Source: an optimization exercise on an open RTL-to-GDS flow (aim: small area, a short achievable clock period and few clock cycles). Production flows keep margins and buffers that such runs may drop. Only simulation tests tie the RTL to the original design; equivalence was not proved. Power and IR drop assume default switching activity.

[design/flow/config.mk]
export PLATFORM = sky130hd
export DESIGN_NAME = mips_core
export DESIGN_NICKNAME = mips_core
export VERILOG_FILES = /design/flow/design.v
export SDC_FILE = /design/flow/constraint.sdc
export NUM_CORES = 8
export LEC_CHECK = 0
export CAP_MARGIN = 20
export CORE_MARGIN = 2
export CORE_UTILIZATION = 40
export SETUP_SLACK_MARGIN = 5
export SLEW_MARGIN = 20
[design/flow/constraint.sdc]
create_clock -name core_clock -period 11.0 [get_ports {clk}]
set_input_delay 2.2000 -clock core_clock [delete_from_list [all_inputs] [get_ports {clk}]]
set_output_delay 2.2000 -clock core_clock [all_outputs]
set_load 0.01 [all_outputs]
[design/flow/design.v]
module mips_core (
    input  wire        clk,
    input  wire        rst,
    input  wire        host_cmd_valid,
    output reg         host_cmd_ready,
    input  wire [2:0]  host_cmd_op,
    input  wire [4:0]  host_cmd_idx,
    input  wire [31:0] host_cmd_data,
    output reg         host_resp_valid,
    output reg  [2:0]  host_resp_status,
    output reg  [7:0]  host_resp_code,
    output reg  [31:0] host_resp_data,
    output reg         mem_req_valid,
    input  wire        mem_req_ready,
    output reg         mem_req_we,
    output reg  [31:0] mem_req_addr,
    output reg  [31:0] mem_req_wdata,
    input  wire        mem_resp_valid,
    input  wire        mem_resp_err,
    input  wire [7:0]  mem_resp_code,
    input  wire [31:0] mem_resp_rdata
);
    localparam OP_STEP    = 3'd0;
    localparam OP_GET_REG = 3'd1;
    localparam OP_SET_REG = 3'd2;
    localparam OP_GET_PC  = 3'd3;
    localparam OP_SET_PC  = 3'd4;
    localparam ST_OK     = 3'd0;
    localparam ST_INVAL  = 3'd1;
    localparam ST_ALIGN  = 3'd2;
    localparam ST_OVF    = 3'd3;
    localparam ST_MEMERR = 3'd4;
    localparam ST_BADARG = 3'd5;
    localparam S_IDLE  = 4'd0;    
    localparam S_FREQ  = 4'd1;    
    localparam S_FWAIT = 4'd2;    
    localparam S_X     = 4'd3;    
    localparam S_DREQ  = 4'd4;    
    localparam S_DWAIT = 4'd5;    
    localparam S_RESP  = 4'd6;    
    localparam S_OK    = 4'd7;    
    localparam S_MD1   = 4'd8;    
    localparam S_MD    = 4'd9;    
    localparam S_MDF   = 4'd10;   
    localparam S_GET   = 4'd11;   
    reg [3:0]  st;
    reg [31:0] pc;
    reg [31:0] npc;
    reg [31:0] hi;
    reg [31:0] lo;
    reg [31:0] rf [1:31];
    reg        x_v;        
    reg [31:0] ir;         
    reg [31:0] opa;        
    reg [31:0] opb;        
    reg [31:0] tgt;        
    reg [4:0]  idx_q;      
    reg        wr_q;       
    reg        getreg_q;   
    reg [2:0]  status_q;
    reg [7:0]  code_q;
    reg        we_q;       
    reg        rmw_q;      
    reg        c_bimm, c_sub, c_rsum, c_rand, c_ror, c_rxor, c_rslt, c_rsltu;
    reg        c_rsh, c_rb, c_rlink, c_rhi, c_rlo, c_shl, c_sha, c_shv;
    reg        c_wb, c_dnz, c_ctl, c_jr, c_jmp, c_beq, c_bne, c_blez, c_bgtz, c_bri;
    reg        c_mthi, c_mtlo;
    reg [4:0]  c_dest;
    reg [4:0]  md_cnt;
    reg        md_div;
    reg        md_neg_q;
    reg        md_neg_r;
    wire [31:0] x      = mem_resp_rdata;
    wire [5:0]  f_op   = x[31:26];
    wire [4:0]  f_rs   = x[25:21];
    wire [4:0]  f_rt   = x[20:16];
    wire [4:0]  f_sh   = x[10:6];
    wire [5:0]  f_fn   = x[5:0];
    wire f_special = (f_op == 6'd0);
    wire f_regimm  = (f_op == 6'd1);
    wire f_shz     = (f_sh == 5'd0);
    reg  f_sp_ok, f_sp_fast;
    always @(*) begin
        f_sp_ok = 1'b0;
        f_sp_fast = 1'b0;
        case (f_fn)
            6'h00, 6'h02, 6'h03: begin f_sp_ok = 1'b1; f_sp_fast = 1'b1; end
            6'h04, 6'h06, 6'h07, 6'h08, 6'h09, 6'h10, 6'h11, 6'h12, 6'h13,
            6'h21, 6'h23, 6'h24, 6'h25, 6'h26, 6'h2A, 6'h2B:
                begin f_sp_ok = f_shz; f_sp_fast = f_shz; end
            6'h18, 6'h19, 6'h1A, 6'h1B, 6'h20, 6'h22:
                f_sp_ok = f_shz;
            default: ;
        endcase
    end
    wire f_ri_ok = (f_rt == 5'd0) | (f_rt == 5'd1) | (f_rt == 5'd16) | (f_rt == 5'd17);
    reg  f_valid, f_fast;
    always @(*) begin
        case (f_op)
            6'd0:  begin f_valid = f_sp_ok; f_fast = f_sp_fast; end
            6'd1:  begin f_valid = f_ri_ok; f_fast = f_ri_ok; end
            6'd2, 6'd3, 6'd4, 6'd5, 6'd6, 6'd7, 6'd9, 6'd10, 6'd11, 6'd12, 6'd13, 6'd14, 6'd15:
                   begin f_valid = 1'b1; f_fast = 1'b1; end
            6'd8, 6'd32, 6'd33, 6'd34, 6'd35, 6'd36, 6'd37, 6'd38, 6'd40, 6'd41, 6'd43:
                   begin f_valid = 1'b1; f_fast = 1'b0; end
            default: begin f_valid = 1'b0; f_fast = 1'b0; end
        endcase
    end
    wire f_link = (f_op == 6'd3) | (f_regimm & f_rt[4]) | (f_special & f_fn == 6'h09);
    wire f_jump = (f_op == 6'd2) | (f_op == 6'd3);
    wire [4:0]  ra1    = (st == S_FWAIT) ? f_rs : idx_q;
    wire [31:0] rf_a   = (ra1 == 5'd0) ? 32'd0 : rf[ra1];
    wire [31:0] rf_b   = (f_rt == 5'd0) ? 32'd0 : rf[f_rt];
    wire        wb_en = x_v & c_wb;    
    wire [31:0] alu_res;
    wire        byp_a = wb_en & (c_dest == f_rs);
    wire        byp_b = wb_en & (c_dest == f_rt);
    wire f_sp  = f_special;
    wire [31:0] f_imm_ext = (f_op == 6'd15) ? {x[15:0], 16'd0} :
                            (f_op[5:2] == 4'b0011) ? {16'd0, x[15:0]} :
                            {{16{x[15]}}, x[15:0]};
    wire f_ctl  = (f_sp & (f_fn[5:1] == 5'b00100)) | f_regimm | (f_op[5:3] == 3'b000 && f_op[2:1] != 2'b00);
    wire [4:0] f_dest = (f_op == 6'd3 || (f_regimm && f_rt[4])) ? 5'd31 :
                        f_sp ? x[15:11] :
                        (f_op[5:3] == 3'b001) ? f_rt : 5'd0;
    wire f_nowb = f_sp & ((f_fn == 6'h08) | (f_fn == 6'h11) | (f_fn == 6'h13));
    wire [31:0] src_a = byp_a ? alu_res : rf_a;
    wire [31:0] src_b = byp_b ? alu_res : rf_b;
    wire [5:0]  d_op   = ir[31:26];
    wire [4:0]  d_rt   = ir[20:16];
    wire [4:0]  d_rd   = ir[15:11];
    wire [4:0]  d_sa   = ir[10:6];
    wire [5:0]  d_fn   = ir[5:0];
    wire [15:0] d_imm  = ir[15:0];
    wire [31:0] d_simm = {{16{d_imm[15]}}, d_imm};
    wire d_special = (d_op == 6'd0);
    wire d_regimm  = (d_op == 6'd1);
    wire d_sll   = d_special & (d_fn == 6'h00);
    wire d_srl   = d_special & (d_fn == 6'h02);
    wire d_sra   = d_special & (d_fn == 6'h03);
    wire d_sllv  = d_special & (d_fn == 6'h04);
    wire d_srlv  = d_special & (d_fn == 6'h06);
    wire d_srav  = d_special & (d_fn == 6'h07);
    wire d_jr    = d_special & (d_fn == 6'h08);
    wire d_jalr  = d_special & (d_fn == 6'h09);
    wire d_mfhi  = d_special & (d_fn == 6'h10);
    wire d_mthi  = d_special & (d_fn == 6'h11);
    wire d_mflo  = d_special & (d_fn == 6'h12);
    wire d_mtlo  = d_special & (d_fn == 6'h13);
    wire d_mult  = d_special & (d_fn == 6'h18);
    wire d_div   = d_special & (d_fn == 6'h1A);
    wire d_divu  = d_special & (d_fn == 6'h1B);
    wire d_add   = d_special & (d_fn == 6'h20);
    wire d_addu  = d_special & (d_fn == 6'h21);
    wire d_sub   = d_special & (d_fn == 6'h22);
    wire d_subu  = d_special & (d_fn == 6'h23);
    wire d_and   = d_special & (d_fn == 6'h24);
    wire d_or    = d_special & (d_fn == 6'h25);
    wire d_xor   = d_special & (d_fn == 6'h26);
    wire d_slt   = d_special & (d_fn == 6'h2A);
    wire d_sltu  = d_special & (d_fn == 6'h2B);
    wire d_j     = d_op == 6'd2;
    wire d_jal   = d_op == 6'd3;
    wire d_beq   = d_op == 6'd4;
    wire d_bne   = d_op == 6'd5;
    wire d_blez  = d_op == 6'd6;
    wire d_bgtz  = d_op == 6'd7;
    wire d_addi  = d_op == 6'd8;
    wire d_addiu = d_op == 6'd9;
    wire d_slti  = d_op == 6'd10;
    wire d_sltiu = d_op == 6'd11;
    wire d_andi  = d_op == 6'd12;
    wire d_ori   = d_op == 6'd13;
    wire d_xori  = d_op == 6'd14;
    wire d_lui   = d_op == 6'd15;
    wire d_lb    = (d_op == 6'd32) | (d_op == 6'd36);
    wire d_lh    = d_op == 6'd33;
    wire d_lwl   = d_op == 6'd34;
    wire d_lhu   = d_op == 6'd37;
    wire d_lwr   = d_op == 6'd38;
    wire d_sb    = d_op == 6'd40;
    wire d_sh    = d_op == 6'd41;
    wire d_sw    = d_op == 6'd43;
    wire d_mem   = d_op[5];
    wire d_load  = d_op[5] & ~d_op[3];
    wire d_link  = d_jal | d_jalr | (d_regimm & d_rt[4]);
    wire d_md    = d_special & (d_fn[5:2] == 4'b0110);
    wire d_mdsgn = d_mult | d_div;
    wire d_isdiv = d_div | d_divu;
    wire [31:0] alu_b   = c_bimm ? tgt : opb;
    wire [31:0] alu_bx  = c_sub ? ~alu_b : alu_b;
    wire [31:0] sum;
    wire        sum_co;
    mc_add #(32) u_alu_add (.a(opa), .b(alu_bx), .cin(c_sub), .s(sum), .cout(sum_co));
    wire        ovf     = (opa[31] == alu_bx[31]) & (sum[31] != opa[31]);
    wire        lt_s    = (opa[31] != alu_b[31]) ? opa[31] : sum[31];
    wire        lt_u    = ~sum_co;
    wire [31:0] ea;
    mc_add #(32) u_ea (.a(opa), .b(tgt), .cin(1'b0), .s(ea), .cout());
    wire [4:0]  shift_n = c_shv ? opa[4:0] : d_sa;
    reg  [31:0] sh_in;
    reg  [31:0] sh_out;
    integer j;
    always @(*) begin
        for (j = 0; j < 32; j = j + 1) sh_in[j] = c_shl ? opb[31-j] : opb[j];
    end
    wire        sh_fill = c_sha & opb[31];
    wire [63:0] sh_wide = {{32{sh_fill}}, sh_in} >> shift_n;
    always @(*) begin
        for (j = 0; j < 32; j = j + 1) sh_out[j] = c_shl ? sh_wide[31-j] : sh_wide[j];
    end
    assign alu_res =
        ({32{c_rsum}}  & sum) |
        ({32{c_rand}}  & (opa & alu_b)) |
        ({32{c_ror}}   & (opa | alu_b)) |
        ({32{c_rxor}}  & (opa ^ alu_b)) |
        ({32{c_rslt}}  & {31'd0, lt_s}) |
        ({32{c_rsltu}} & {31'd0, lt_u}) |
        ({32{c_rsh}}   & sh_out) |
        ({32{c_rb}}    & tgt) |
        ({32{c_rhi}}   & hi) |
        ({32{c_rlo}}   & lo) |
        ({32{c_rlink}} & opb);
    wire       x_ovf  = d_add | d_sub | d_addi;
    wire a_zero   = (opa == 32'd0);
    wire a_eq_b   = (opa == opb);
    wire br_taken = (c_beq  & a_eq_b) |
                    (c_bne  & ~a_eq_b) |
                    (c_blez & (opa[31] | a_zero)) |
                    (c_bgtz & ~(opa[31] | a_zero)) |
                    (c_bri  & (opa[31] ^ d_rt[0]));
    wire [31:0] ctl_npc = c_jr ? opa : (br_taken | c_jmp) ? tgt : npc;
    wire [31:0] npc_cur = (x_v & c_ctl) ? ctl_npc : npc;
    wire        cmd_fire;
    wire        setpc_fire = cmd_fire & (host_cmd_op == OP_SET_PC);
    wire [31:0] inc_in = setpc_fire ? host_cmd_data : npc_cur;
    wire [31:0] inc4;
    mc_add #(30) u_inc4 (.a(inc_in[31:2]), .b(30'd0), .cin(1'b1), .s(inc4[31:2]), .cout());
    assign inc4[1:0] = inc_in[1:0];
    wire [31:0] link_addr;
    mc_add #(29, 1) u_link (.a(pc[31:3]), .b(29'd0), .cin(1'b1), .s(link_addr[31:3]), .cout());
    assign link_addr[2:0] = pc[2:0];
    wire [25:0] t_idx  = (st == S_X) ? ir[25:0] : x[25:0];
    wire        t_jump = (st == S_X) ? (ir[31:27] == 5'b00001) : f_jump;
    wire [29:0] t_off  = {{14{t_idx[15]}}, t_idx[15:0]};
    wire [31:0] br_tgt;
    mc_add #(30, 1) u_br (.a(npc[31:2]), .b(t_off), .cin(1'b0), .s(br_tgt[31:2]), .cout());
    assign br_tgt[1:0] = npc[1:0];
    wire [31:0] f_tgt = t_jump ? {npc[31:28], t_idx, 2'b00} : br_tgt;
    wire [1:0]  k     = ea[1:0];
    wire        mis   = (d_lh | d_lhu | d_sh) & ea[0];
    wire [31:0] rdata = mem_resp_rdata;
    reg  [7:0]  ld_byte;
    always @(*) begin
        case (k)
            2'd0: ld_byte = rdata[31:24];
            2'd1: ld_byte = rdata[23:16];
            2'd2: ld_byte = rdata[15:8];
            default: ld_byte = rdata[7:0];
        endcase
    end
    wire [15:0] ld_half = k[1] ? rdata[15:0] : rdata[31:16];
    reg [31:0] lwl_val;
    reg [31:0] lwr_val;
    always @(*) begin
        case (k)
            2'd0: lwl_val = rdata;
            2'd1: lwl_val = {rdata[23:0], opb[7:0]};
            2'd2: lwl_val = {rdata[15:0], opb[15:0]};
            default: lwl_val = {rdata[7:0], opb[23:0]};
        endcase
        case (k)
            2'd0: lwr_val = {opb[31:8], rdata[31:24]};
            2'd1: lwr_val = {opb[31:16], rdata[31:16]};
            2'd2: lwr_val = {opb[31:24], rdata[31:8]};
            default: lwr_val = rdata;
        endcase
    end
    reg [31:0] load_val;
    always @(*) begin
        if (d_lb)       load_val = {24'd0, ld_byte};
        else if (d_lh)  load_val = {{16{ld_half[15]}}, ld_half};
        else if (d_lhu) load_val = {16'd0, ld_half};
        else if (d_lwl) load_val = lwl_val;
        else if (d_lwr) load_val = lwr_val;
        else            load_val = rdata;
    end
    reg [31:0] store_merge;
    always @(*) begin
        store_merge = rdata;
        if (d_sb) begin
            case (k)
                2'd0: store_merge[31:24] = opb[7:0];
                2'd1: store_merge[23:16] = opb[7:0];
                2'd2: store_merge[15:8]  = opb[7:0];
                default: store_merge[7:0] = opb[7:0];
            endcase
        end else begin
            if (k[1]) store_merge[15:0]  = opb[15:0];
            else      store_merge[31:16] = opb[15:0];
        end
    end
    wire [31:0] n1_in  = (st == S_X) ? opa : lo;
    wire [31:0] n1_neg;
    mc_add #(32, 1) u_n1 (.a(~n1_in), .b(32'd0), .cin(1'b1), .s(n1_neg), .cout());
    wire [31:0] n2_in  = (st == S_X) ? opb : hi;
    wire        n2_cin = (st == S_X) | md_div | (lo == 32'd0);
    wire [31:0] n2_neg;
    mc_add #(32, 1) u_n2 (.a(~n2_in), .b(32'd0), .cin(n2_cin), .s(n2_neg), .cout());
    wire        a_neg  = d_mdsgn & opa[31];
    wire        b_neg  = d_mdsgn & opb[31];
    function [5:0] clz32;
        input [31:0] v;
        integer n;
        begin
            clz32 = 6'd32;
            for (n = 0; n < 32; n = n + 1)
                if (v[n]) clz32 = 6'd31 - n[5:0];
        end
    endfunction
    wire [5:0]  za      = clz32(lo);
    wire [5:0]  zb      = clz32(opb);
    wire [5:0]  dz      = zb - za;
    wire        q_zero  = zb < za;
    wire [31:0] b_align = opb << dz[4:0];
    wire [31:0] dv_sub;
    wire        dv_ge;
    mc_add #(32, 1) u_dv (.a(hi), .b(~opb), .cin(1'b1), .s(dv_sub), .cout(dv_ge));
    wire [32:0] ml_x  = {1'b0, hi};
    wire [32:0] ml_y  = lo[0] ? {1'b0, opb} : 33'd0;
    wire [32:0] ml_z  = lo[1] ? {opb, 1'b0} : 33'd0;
    wire [32:0] ml_cs = ml_x ^ ml_y ^ ml_z;
    wire [32:0] ml_cc = (ml_x & ml_y) | (ml_x & ml_z) | (ml_y & ml_z);
    wire [33:0] ml_sum;
    mc_add #(33, 1) u_ml (.a(ml_cs), .b({ml_cc[31:0], 1'b0}), .cin(1'b0), .s(ml_sum[32:0]), .cout(ml_sum[33]));
    wire [31:0] md_hi_n = md_div ? (dv_ge ? dv_sub : hi) : ml_sum[33:2];
    wire [31:0] md_lo_n = md_div ? {lo[30:0], dv_ge} : {ml_sum[1:0], lo[31:2]};
    wire        md_fix  = md_neg_q | md_neg_r;
    wire        md_last = (md_cnt == 5'd0);
    wire fw_resp = (st == S_FWAIT) & mem_resp_valid;
    wire fw_ok   = fw_resp & ~mem_resp_err;
    wire ds_ctl  = x_v & c_ctl & f_ctl;           
    wire s1_ans  = fw_ok & f_fast & ~ds_ctl;      
    wire x_ans   = (st == S_X) & c_ctl;           
    wire dw_resp = (st == S_DWAIT) & mem_resp_valid;
    wire dw_ok   = dw_resp & ~mem_resp_err;
    wire late_ok = (dw_ok & ~rmw_q) | (st == S_OK) |
                   ((st == S_MD) & md_last & ~md_fix) | (st == S_MDF);
    always @(*) host_cmd_ready = (st == S_IDLE) | (st == S_RESP) | late_ok |
                                 ((s1_ans | x_ans) & (host_cmd_op == OP_STEP));
    assign cmd_fire = host_cmd_valid & host_cmd_ready;
    wire step_fire = cmd_fire & (host_cmd_op == OP_STEP);
    wire x_dreq   = (st == S_X) & d_mem & ~mis;
    wire rmw_wreq = dw_ok & rmw_q;
    always @(*) begin
        host_resp_valid  = s1_ans | x_ans | late_ok | (st == S_RESP);
        host_resp_status = (st == S_RESP) ? status_q : ST_OK;
        host_resp_code   = code_q;
        host_resp_data   = (st == S_RESP) ? (getreg_q ? opb : pc) :
                           (st == S_FWAIT) ? npc_cur : npc;
        mem_req_valid = step_fire | (st == S_FREQ) | (st == S_DREQ) | x_dreq | rmw_wreq;
        mem_req_we    = ((st == S_X) & d_sw) | ((st == S_DREQ) & we_q) | ((st == S_DWAIT) & rmw_q);
        if (((st == S_X) & ~c_ctl) | (st == S_DREQ) | (st == S_DWAIT & rmw_q))
            mem_req_addr = {ea[31:2], 2'b00};
        else if ((st == S_IDLE) | (st == S_RESP) | (st == S_FREQ))
            mem_req_addr = pc;
        else if (st == S_FWAIT)
            mem_req_addr = npc_cur;
        else
            mem_req_addr = npc;
        mem_req_wdata = (st == S_DWAIT) ? store_merge : opb;
    end
    reg        rf_we;
    reg [4:0]  rf_wa;
    reg [31:0] rf_wd;
    always @(*) begin
        rf_we = wb_en;
        rf_wa = c_dest;
        rf_wd = alu_res;
        if (st == S_OK) begin
            rf_we = wr_q;
            rf_wd = tgt;
        end else if (st == S_DWAIT) begin
            rf_we = dw_ok & ~rmw_q & d_load & (d_rt != 5'd0);
            rf_wa = d_rt;
            rf_wd = load_val;
        end else if (st == S_RESP) begin
            rf_we = wr_q;
            rf_wa = idx_q;
            rf_wd = opb;
        end
    end
    wire [31:0] rf_d = rst ? 32'd0 : rf_wd;
    genvar gi;
    generate
        for (gi = 1; gi < 32; gi = gi + 1) begin : g_rf
            always @(posedge clk)
                if (rst | (rf_we & (rf_wa == gi))) rf[gi] <= rf_d;
        end
    endgenerate
    always @(posedge clk) begin
        if (rst) begin
            st       <= S_IDLE;
            pc       <= 32'd0;
            npc      <= 32'd0;
            hi       <= 32'd0;
            lo       <= 32'd0;
            x_v      <= 1'b0;
            ir       <= 32'd0;
            idx_q    <= 5'd0;
            wr_q     <= 1'b0;
            getreg_q <= 1'b0;
            status_q <= 3'd0;
            code_q   <= 8'd0;
            we_q     <= 1'b0;
            rmw_q    <= 1'b0;
            md_cnt   <= 5'd0;
            md_div   <= 1'b0;
            md_neg_q <= 1'b0;
            md_neg_r <= 1'b0;
        end else begin
            x_v <= 1'b0;
            if (x_v) begin
                if (c_ctl) npc <= ctl_npc;
                if (c_mthi) hi <= opa;
                if (c_mtlo) lo <= opa;
            end
            if (late_ok) begin
                pc  <= npc;
                npc <= inc4;
            end
            case (st)
                S_RESP, S_OK: st <= S_IDLE;
                S_FREQ: begin
                    if (mem_req_ready) st <= S_FWAIT;
                end
                S_FWAIT: begin
                    if (fw_resp) begin
                        ir  <= x;
                        opa <= src_a;
                        opb <= f_link ? link_addr : src_b;
                        tgt <= f_ctl ? f_tgt : f_imm_ext;
                        c_bimm  <= ~f_sp;
                        c_sub   <= (f_sp & ((f_fn == 6'h22) | (f_fn == 6'h23) | (f_fn == 6'h2A) | (f_fn == 6'h2B))) |
                                   (f_op == 6'd10) | (f_op == 6'd11);
                        c_rsum  <= (f_sp & (f_fn[5:2] == 4'b1000)) | (f_op == 6'd8) | (f_op == 6'd9);
                        c_rand  <= (f_sp & (f_fn == 6'h24)) | (f_op == 6'd12);
                        c_ror   <= (f_sp & (f_fn == 6'h25)) | (f_op == 6'd13);
                        c_rxor  <= (f_sp & (f_fn == 6'h26)) | (f_op == 6'd14);
                        c_rslt  <= (f_sp & (f_fn == 6'h2A)) | (f_op == 6'd10);
                        c_rsltu <= (f_sp & (f_fn == 6'h2B)) | (f_op == 6'd11);
                        c_rsh   <= f_sp & (f_fn[5:3] == 3'b000) & (f_fn[1:0] != 2'b01);
                        c_rb    <= (f_op == 6'd15);
                        c_rlink <= f_link;
                        c_rhi   <= f_sp & (f_fn == 6'h10);
                        c_rlo   <= f_sp & (f_fn == 6'h12);
                        c_shl   <= (f_fn[1:0] == 2'b00);
                        c_sha   <= (f_fn[1:0] == 2'b11);
                        c_shv   <= f_fn[2];
                        c_dest  <= f_dest;
                        c_dnz   <= (f_dest != 5'd0);
                        c_wb    <= ~f_nowb & (f_dest != 5'd0);
                        c_ctl   <= f_ctl;
                        c_jr    <= f_sp & (f_fn[5:1] == 5'b00100);
                        c_jmp   <= (f_op == 6'd2) | (f_op == 6'd3);
                        c_beq   <= (f_op == 6'd4);
                        c_bne   <= (f_op == 6'd5);
                        c_blez  <= (f_op == 6'd6);
                        c_bgtz  <= (f_op == 6'd7);
                        c_bri   <= f_regimm;
                        c_mthi  <= f_sp & (f_fn == 6'h11);
                        c_mtlo  <= f_sp & (f_fn == 6'h13);
                        getreg_q <= 1'b0;
                        wr_q     <= 1'b0;
                        if (mem_resp_err) begin
                            status_q <= ST_MEMERR;
                            code_q   <= mem_resp_code;
                            st       <= S_RESP;
                        end else if (!f_valid) begin
                            status_q <= ST_INVAL;
                            st       <= S_RESP;
                        end else if (f_fast & ~ds_ctl) begin
                            x_v <= 1'b1;
                            pc  <= npc_cur;
                            npc <= inc4;
                            st  <= S_IDLE;
                        end else begin
                            st  <= S_X;
                        end
                    end
                end
                S_X: begin
                    we_q  <= d_sw;
                    rmw_q <= d_sb | d_sh;
                    wr_q <= 1'b0;
                    if (c_ctl) begin
                        tgt <= f_tgt;
                        x_v <= 1'b1;
                        pc  <= npc;
                        npc <= inc4;
                        st  <= S_IDLE;
                    end else if (x_ovf) begin
                        status_q <= ST_OVF;
                        tgt      <= sum;
                        wr_q     <= ~ovf & c_dnz;
                        st       <= ovf ? S_RESP : S_OK;
                    end else if (d_mem) begin
                        if (mis) begin
                            status_q <= ST_ALIGN;
                            st       <= S_RESP;
                        end else begin
                            st <= mem_req_ready ? S_DWAIT : S_DREQ;
                        end
                    end else begin
                        md_div   <= d_isdiv;
                        md_neg_q <= a_neg ^ b_neg;
                        md_neg_r <= a_neg;
                        md_cnt   <= 5'd15;
                        if (d_isdiv && opb == 32'd0) begin
                            hi       <= 32'd0;
                            lo       <= 32'd0;
                            status_q <= ST_INVAL;
                            st       <= d_divu ? S_RESP : S_OK;
                        end else begin
                            hi  <= 32'd0;
                            lo  <= a_neg ? n1_neg : opa;
                            opb <= b_neg ? n2_neg : opb;
                            st  <= d_isdiv ? S_MD1 : S_MD;
                        end
                    end
                end
                S_DREQ: begin
                    if (mem_req_ready) st <= S_DWAIT;
                end
                S_DWAIT: begin
                    if (dw_resp) begin
                        if (mem_resp_err) begin
                            status_q <= ST_MEMERR;
                            code_q   <= mem_resp_code;
                            st       <= S_RESP;
                        end else if (rmw_q) begin
                            opb   <= store_merge;
                            we_q  <= 1'b1;
                            rmw_q <= 1'b0;
                            st    <= mem_req_ready ? S_DWAIT : S_DREQ;
                        end else begin
                            st <= S_IDLE;
                        end
                    end
                end
                S_GET: begin
                    opb <= rf_a;
                    st  <= S_RESP;
                end
                S_MD1: begin
                    hi  <= lo;
                    lo  <= 32'd0;
                    opb <= b_align;
                    md_cnt <= dz[4:0];
                    st  <= q_zero ? S_MDF : S_MD;
                end
                S_MD: begin
                    hi     <= md_hi_n;
                    lo     <= md_lo_n;
                    if (md_div) opb <= {1'b0, opb[31:1]};
                    md_cnt <= md_cnt - 5'd1;
                    if (md_last) st <= md_fix ? S_MDF : S_IDLE;
                end
                S_MDF: begin
                    if (md_div) begin
                        if (md_neg_q) lo <= n1_neg;
                        if (md_neg_r) hi <= n2_neg;
                    end else if (md_neg_q) begin
                        lo <= n1_neg;
                        hi <= n2_neg;
                    end
                    st <= S_IDLE;
                end
                default: ;
            endcase
            if (cmd_fire) begin
                getreg_q <= host_cmd_op == OP_GET_REG;
                wr_q     <= (host_cmd_op == OP_SET_REG) && host_cmd_idx != 5'd0;
                idx_q    <= host_cmd_idx;
                status_q <= (host_cmd_op > OP_SET_PC) ? ST_BADARG : ST_OK;
                if (host_cmd_op == OP_STEP) begin
                    st <= mem_req_ready ? S_FWAIT : S_FREQ;
                end else begin
                    opb <= host_cmd_data;
                    st  <= (host_cmd_op == OP_GET_REG) ? S_GET : S_RESP;
                end
                if (setpc_fire) begin
                    pc  <= host_cmd_data;
                    npc <= inc4;
                end
            end
        end
    end
endmodule
module mc_add #(parameter W = 32, parameter BK = 0) (
    input  wire [W-1:0] a,
    input  wire [W-1:0] b,
    input  wire         cin,
    output wire [W-1:0] s,
    output wire         cout
);
    reg [W-1:0] g;
    reg [W-1:0] p;
    localparam DM = (W > 64) ? 64 : (W > 32) ? 32 : (W > 16) ? 16 : (W > 8) ? 8 :
                    (W > 4) ? 4 : (W > 2) ? 2 : 1;
    integer d, i;
    always @(*) begin
        g = a & b;
        p = a ^ b;
        g[0] = g[0] | (p[0] & cin);
        if (BK == 0) begin
            for (d = 1; d < W; d = d * 2) begin
                for (i = W - 1; i >= d; i = i - 1) begin
                    g[i] = g[i] | (p[i] & g[i-d]);
                    p[i] = p[i] & p[i-d];
                end
            end
        end else begin
            for (d = 1; d < W; d = d * 2) begin
                for (i = 2 * d - 1; i < W; i = i + 2 * d) begin
                    g[i] = g[i] | (p[i] & g[i-d]);
                    p[i] = p[i] & p[i-d];
                end
            end
            for (d = DM; d >= 1; d = d / 2) begin
                for (i = 3 * d - 1; i < W; i = i + 2 * d) begin
                    g[i] = g[i] | (p[i] & g[i-d]);
                    p[i] = p[i] & p[i-d];
                end
            end
        end
    end
    wire [W-1:0] carry = {g[W-2:0], cin};
    assign s    = a ^ b ^ carry;
    assign cout = g[W-1];
endmodule
[design/flow/run.sh]
#!/bin/bash
# synth_recipe.tcl (not shown) runs the flow's synth.tcl, then flattens the netlist and writes it again
# the make line also repeats each setting of config.mk as NAME=value (left out here)
make -C /OpenROAD-flow-scripts/flow DESIGN_CONFIG=/design/flow/config.mk WORK_HOME=/design/flow/orfs CLKGATE_MAP_FILE= SYNTH_SCRIPT=/design/flow/synth_recipe.tcl finish
==> notes.md <==
[synthesized netlist by cell type (16+ instances only)]
cell | n | share of area, %
sky130_fd_sc_hd__a21o_1 | 76 | 0.65
sky130_fd_sc_hd__a311oi_1 | 27 | 0.27
sky130_fd_sc_hd__o22ai_1 | 118 | 0.84
sky130_fd_sc_hd__nand2_1 | 689 | 3.0
sky130_fd_sc_hd__buf_2 | 16 | 0.092
sky130_fd_sc_hd__a221oi_1 | 326 | 3.3
sky130_fd_sc_hd__o21a_1 | 35 | 0.30
sky130_fd_sc_hd__o2111ai_1 | 27 | 0.27
sky130_fd_sc_hd__a22o_1 | 241 | 2.4
sky130_fd_sc_hd__and3_1 | 45 | 0.32
sky130_fd_sc_hd__inv_1 | 189 | 0.81
sky130_fd_sc_hd__o211ai_1 | 122 | 1.0
sky130_fd_sc_hd__a222oi_1 | 117 | 1.3
sky130_fd_sc_hd__a22oi_1 | 441 | 3.8
sky130_fd_sc_hd__o21ai_0 | 458 | 2.6
sky130_fd_sc_hd__o221ai_1 | 37 | 0.37
sky130_fd_sc_hd__nand2b_1 | 44 | 0.31
sky130_fd_sc_hd__a211oi_1 | 124 | 1.1
sky130_fd_sc_hd__and2_1 | 67 | 0.48
sky130_fd_sc_hd__mux2_2 | 76 | 0.98
sky130_fd_sc_hd__mux2i_1 | 325 | 3.7
sky130_fd_sc_hd__clkbuf_1 | 683 | 2.9
sky130_fd_sc_hd__mux4_2 | 55 | 1.4
sky130_fd_sc_hd__nor3_1 | 188 | 1.1
sky130_fd_sc_hd__o21bai_1 | 22 | 0.19
sky130_fd_sc_hd__nor4_1 | 75 | 0.54
sky130_fd_sc_hd__nor2_1 | 711 | 3.1
sky130_fd_sc_hd__dfxtp_1 | 193 | 4.4
sky130_fd_sc_hd__buf_1 | 88 | 0.38
sky130_fd_sc_hd__nor2b_1 | 51 | 0.36
sky130_fd_sc_hd__a21oi_1 | 758 | 4.3
sky130_fd_sc_hd__nand4_1 | 171 | 1.2
sky130_fd_sc_hd__o211a_1 | 40 | 0.46
sky130_fd_sc_hd__or2_2 | 16 | 0.11
sky130_fd_sc_hd__or3_1 | 24 | 0.17
sky130_fd_sc_hd__fa_1 | 81 | 1.9
sky130_fd_sc_hd__xnor2_1 | 129 | 1.3
sky130_fd_sc_hd__ha_1 | 272 | 3.9
sky130_fd_sc_hd__a221o_1 | 33 | 0.38
sky130_fd_sc_hd__a31oi_1 | 59 | 0.42
sky130_fd_sc_hd__edfxtp_1 | 1121 | 38
sky130_fd_sc_hd__nand3_1 | 173 | 0.99
sky130_fd_sc_hd__o31ai_1 | 37 | 0.32
sky130_fd_sc_hd__xor2_1 | 123 | 1.2
[final cells by class]
type	instances	area share, %
Inverter	204	0.773
Clock inverter	92	1.20
Antenna cell	68	0.157
Sequential cell	1314	34.7
Clock buffer	180	3.62
Tap cell	2854	3.30
Timing Repair Buffer	1069	9.31
Multi-Input combinational cell	6641	46.9
[worst max path at each step]
stage	endpoint	cells past startpoint
CTS	mem_req_addr[28]	16
global placement	mem_req_valid	13
detailed placement	mem_req_valid	13
finish	mem_req_addr[28]	12
floorplan	rf[16][0]	9
global route	mem_req_addr[11]	18
[routing by layer]
| metal | vias to the layer above | GRT usage (%) | share of wire [%] |
|---|---|---|---|
| li1 | 36069 | - | - |
| met5 | - | 0.0216 | 0.051 |
| met2 | 10805 | 71.1 | 39 |
| met4 | 40 | 46.9 | 12 |
| met3 | 3578 | 23.2 | 16 |
| met1 | 46719 | 59.0 | 33 |
[stage by stage]
step	total power, µW	cells	hold slack (ps)
6_report	35100	12422	458
5_1_grt	35200	12368	477
4_1_cts	31300	12159	456
3_5_place_dp	24700	11663	448
3_3_place_gp	24700	11656	444
2_1_floorplan	16200	8949	436
[power by group through the flow]
stage | clock network (µW) | logic [µW] | registers [µW]
2_1_floorplan | 0 | 9120 | 7130
3_3_place_gp | 0 | 17200 | 7460
3_5_place_dp | 0 | 17200 | 7470
4_1_cts | 5400 | 18600 | 7320
5_1_grt | 5590 | 22200 | 7420
6_report | 5450 | 22300 | 7410
[repair_timing]
| action | 4_1_cts | 5_1_grt |
|---|---|---|
| hold endpoints to repair | 0 | 0 |
| hold buffers | 0 | 0 |
| setup buffers | 214 | 186 |
| endpoints found under the setup margin | 1030 | 516 |
| pin swaps | 128 | 237 |
| cloned | 10 | 5 |
| resized for setup | 854 | 553 |
[worst max-delay path: stages, from the launching register on]
cell,delay [ps]
sky130_fd_sc_hd__edfxtp_1,920
sky130_fd_sc_hd__ha_2,550
sky130_fd_sc_hd__a21o_1,190
sky130_fd_sc_hd__a221o_1,360
sky130_fd_sc_hd__o31a_1,240
sky130_fd_sc_hd__a41o_1,260
sky130_fd_sc_hd__a21bo_2,220
sky130_fd_sc_hd__o41a_1,400
sky130_fd_sc_hd__a211oi_2,240
sky130_fd_sc_hd__xnor2_1,170
sky130_fd_sc_hd__nand2_1,90
sky130_fd_sc_hd__o21ai_2,150
sky130_fd_sc_hd__buf_2,190
[cells by family (layout without fill, tap and decap cells)]
group	Yosys count	count (layout)
adder cells (fa/ha/maj)	353	353
multiplexers	456	456
AND/OR/NAND/NOR	2319	2321
other	0	68
XOR/XNOR	252	252
AO/OA/AOI/OAI	3256	3259
flip-flops	1314	1314
buffers and inverters	999	1545
[sequential cells by signal, indices dropped and copies added, names as in the netlist, 5 cells and up]
| signal | count |
|---|---|
| md_cnt | 5 |
| opa | 32 |
| lo | 32 |
| pc | 32 |
| idx_q | 5 |
| npc | 32 |
| opb | 32 |
| ir | 32 |
| code_q | 8 |
| rf | 992 |
| tgt | 32 |
| hi | 32 |
| c_dest | 5 |
==> summary.md <==
The flow ran to the end, but the layout failed its checks. A clean result was blocked by capacitance limit, slew limit. The arrival time of the worst setup path is 4830 ps.

The worst register-to-register path begins at opb[25]. Setup slack on the worst reg-to-reg path comes out at 4660 ps. The max-slew headroom at the worst pin was -6.99%; the post-synthesis to final-layout area growth was 23.7%.

The post-synthesis share of cell area spent on xor and xnor gates is 2.52%. The tools report the number of placed I/O pins as 197. The main flop type after synthesis is sky130_fd_sc_hd__edfxtp_1. The worst path in the final design needs a cycle of 7030 ps, including I/O delays and setup. Measured against the total synthesized area, the mux share comes to 6.12%. Of the total power, combinational logic draws 63.4%. Global routing consumed, over all layers together, 51.4% of the routing resources. The vias per cell is 7.83, and the die span in x is 472 µm.

The layout filler cell count came out at 19674. After legalization and detailed placement, the total HPWL measured 393000 µm. The worst hold path terminates at ir[1]. After Yosys synthesis, full adders, half adders and majority gates account for 5.75% of the synthesized area. The logs give 87400 µm² for the post-synthesis instance area and 21169 for the first-iteration detailed-routing DRC count. The clock network accounts for 15.5% of the total power. The tools report the number of nets in the layout as 9817. Summing the areas of all compound-gate instances in the mapped netlist gives 26.0% of the synthesized area. The congestion estimate from routability-driven global placement came to 1.12. The worst setup path is captured at an output port. Cells with a size suffix above 1 make up 21.6% of the layout. In this run the power density over the cells is 325 nW/µm². Entering global routing, the biggest net connects 125 pins.

For the number of warning messages in the yosys log, the log shows 40. Derived from the worst setup path, the maximum achievable clock frequency is 0.142 GHz. TritonCTS built the clock tree. The run gives 171 as the number of cell rows. The initial antenna violation count was 97; the total die area was 222000 µm².

The clock tree synthesis step divided the H-tree into 4 levels. Combinational family with the most area after synthesis: compound AO/OA/AOI/OAI gates. The number of cells on the worst reg-to-reg path is 19. The startpoint identified for the worst hold timing path is ir[1]. Async set-reset flop share out of synthesis: 0%. The total core area was 217000 µm²; the fraction of the cycle the final worst path needs was 63.9%. The final standard cell area without fillers is 108000 µm², and the number of detailed-route iterations in the first pass is 11. The largest fanout of any net on the critical path was 5; the minimum setup slack in the final design was 3970 ps. The clock drives 1314 sinks. The most critical setup path has its startpoint at tgt[16]. The tools report the number of distinct library cells after synthesis as 98. The library cell used most frequently in the layout, excluding fill and tap cells, is sky130_fd_sc_hd__edfxtp_1.

At the placement stage, the worst setup path has a slack of 2820 ps. The clock slew at the register clock pins of the worst setup and hold paths is 60 ps. In the final routed layout, each cell accounts on average for 48.2 µm.

Counting instances, the worst hold path has a depth of 2. In the final layout, the multi-input gates occupy 50800 µm². The via count came out at 97211. The run gives 94.6 ps as the clock tree skew after final layout. At the worst endpoint, the required time is 8800 ps. The total area of sequential cells was 37500 µm²; the leakage component of the power was 0.0399 µW. The detail route stage leaves a number of antenna-violating nets equal to 0. The number of pins exceeding their max-slew limit in the final report was 3; the total routed wirelength was 599000 µm.

The leftover overflow at the end of global routing is 0. The tools report the startpoint class of the critical path as a flip-flop. The transition time of the tightest slew-check pin is 1590 ps, and the part of the total power dissipated in sequential elements is 21.1%.

The tools report the internal power consumption as 16900 µW. The share of total power consumed by net switching came out at 52.0%. The number of remaining DRC errors was 0; the simple logic cell fraction of the synthesized area was 12.3%. Buffers inserted during clock tree synthesis total 148. A synthesized cell averages 9.77 µm². Setup violations remaining at the end of the flow were counted as 0. Counting flops with a built-in enable in the synthesized netlist gives 1121. IR analysis of the VDD net gives a maximum drop of 0.463 mV. The tools report the synthesized net count as 9388. Critical path class: flip-flop to output port. The count of mapped cells out of synthesis is 8949. The terminus of the critical flop-to-flop path is opb[9].

The initial utilization of the core area, before any placement, comes to 40.3%. The tree is rooted in a sky130_fd_sc_hd__clkbuf_16. Cells fill 49.8% of the core in the end.

The count of buffers added on input and output ports is 196. Setup repair after global routing could not meet its margin everywhere. In the layout the commonest cells are sky130_fd_sc_hd__edfxtp_1, sky130_fd_sc_hd__buf_4, sky130_fd_sc_hd__a21oi_1, sky130_fd_sc_hd__nand2_1, sky130_fd_sc_hd__nor2_1.

Summing all placed instances gives a cell area of 94800 µm². The global-route wire length before repair came out at 780000 µm. Setup total negative slack on the finished layout was measured at 0 ps.

The synthesized flop and latch total works out to 1314. The logs give 900 ps for the clock insertion delay at the later pin of the skew report and 18300 µW for the net load switching power. The min-delay analysis places its worst path in the category flip-flop to flip-flop.

The height of the chip was 472 µm; the number of buffers on the longest clock path was 3. The share of synthesized area occupied by flip-flops and latches is 42.9%. The number of global-route vias before repair was 86990; the number of violations of the max-capacitance limit was 1. Total count of hold-check failures in the final report: 0.
Testbench counts, summed over its fixed seeds: cycles 74,255.

## port drivers added, routing unchanged
Ports are ideal in the flow. The routed layout listed here was re-timed in OpenROAD.
Step 1 sets driving cells, clkbuf_16 on the clock port and buf_2 on the other inputs (assumed; they add their load-dependent delay and slew).
Step 2 moves the port delays by t, midway between the first and last clock arrival at a register: inputs arrive t later, outputs are due t later. That takes back most of the time a late clock gives input paths.
Three values: ideal, step 1, step 2; two values: the first two.
shift t [ns]: 0.944
slack for setup (ns): 3.973 / 3.880 / 3.864
latest minus earliest clock arrival (ns): 0.094 / 0.094
worst register clock-pin slew, ns: 0.08 / 0.08
worst data-port slew with drivers (ns): 0.25
The setup slack of this run moves by -0.093 ns with the drivers and by -0.109 ns with both steps.
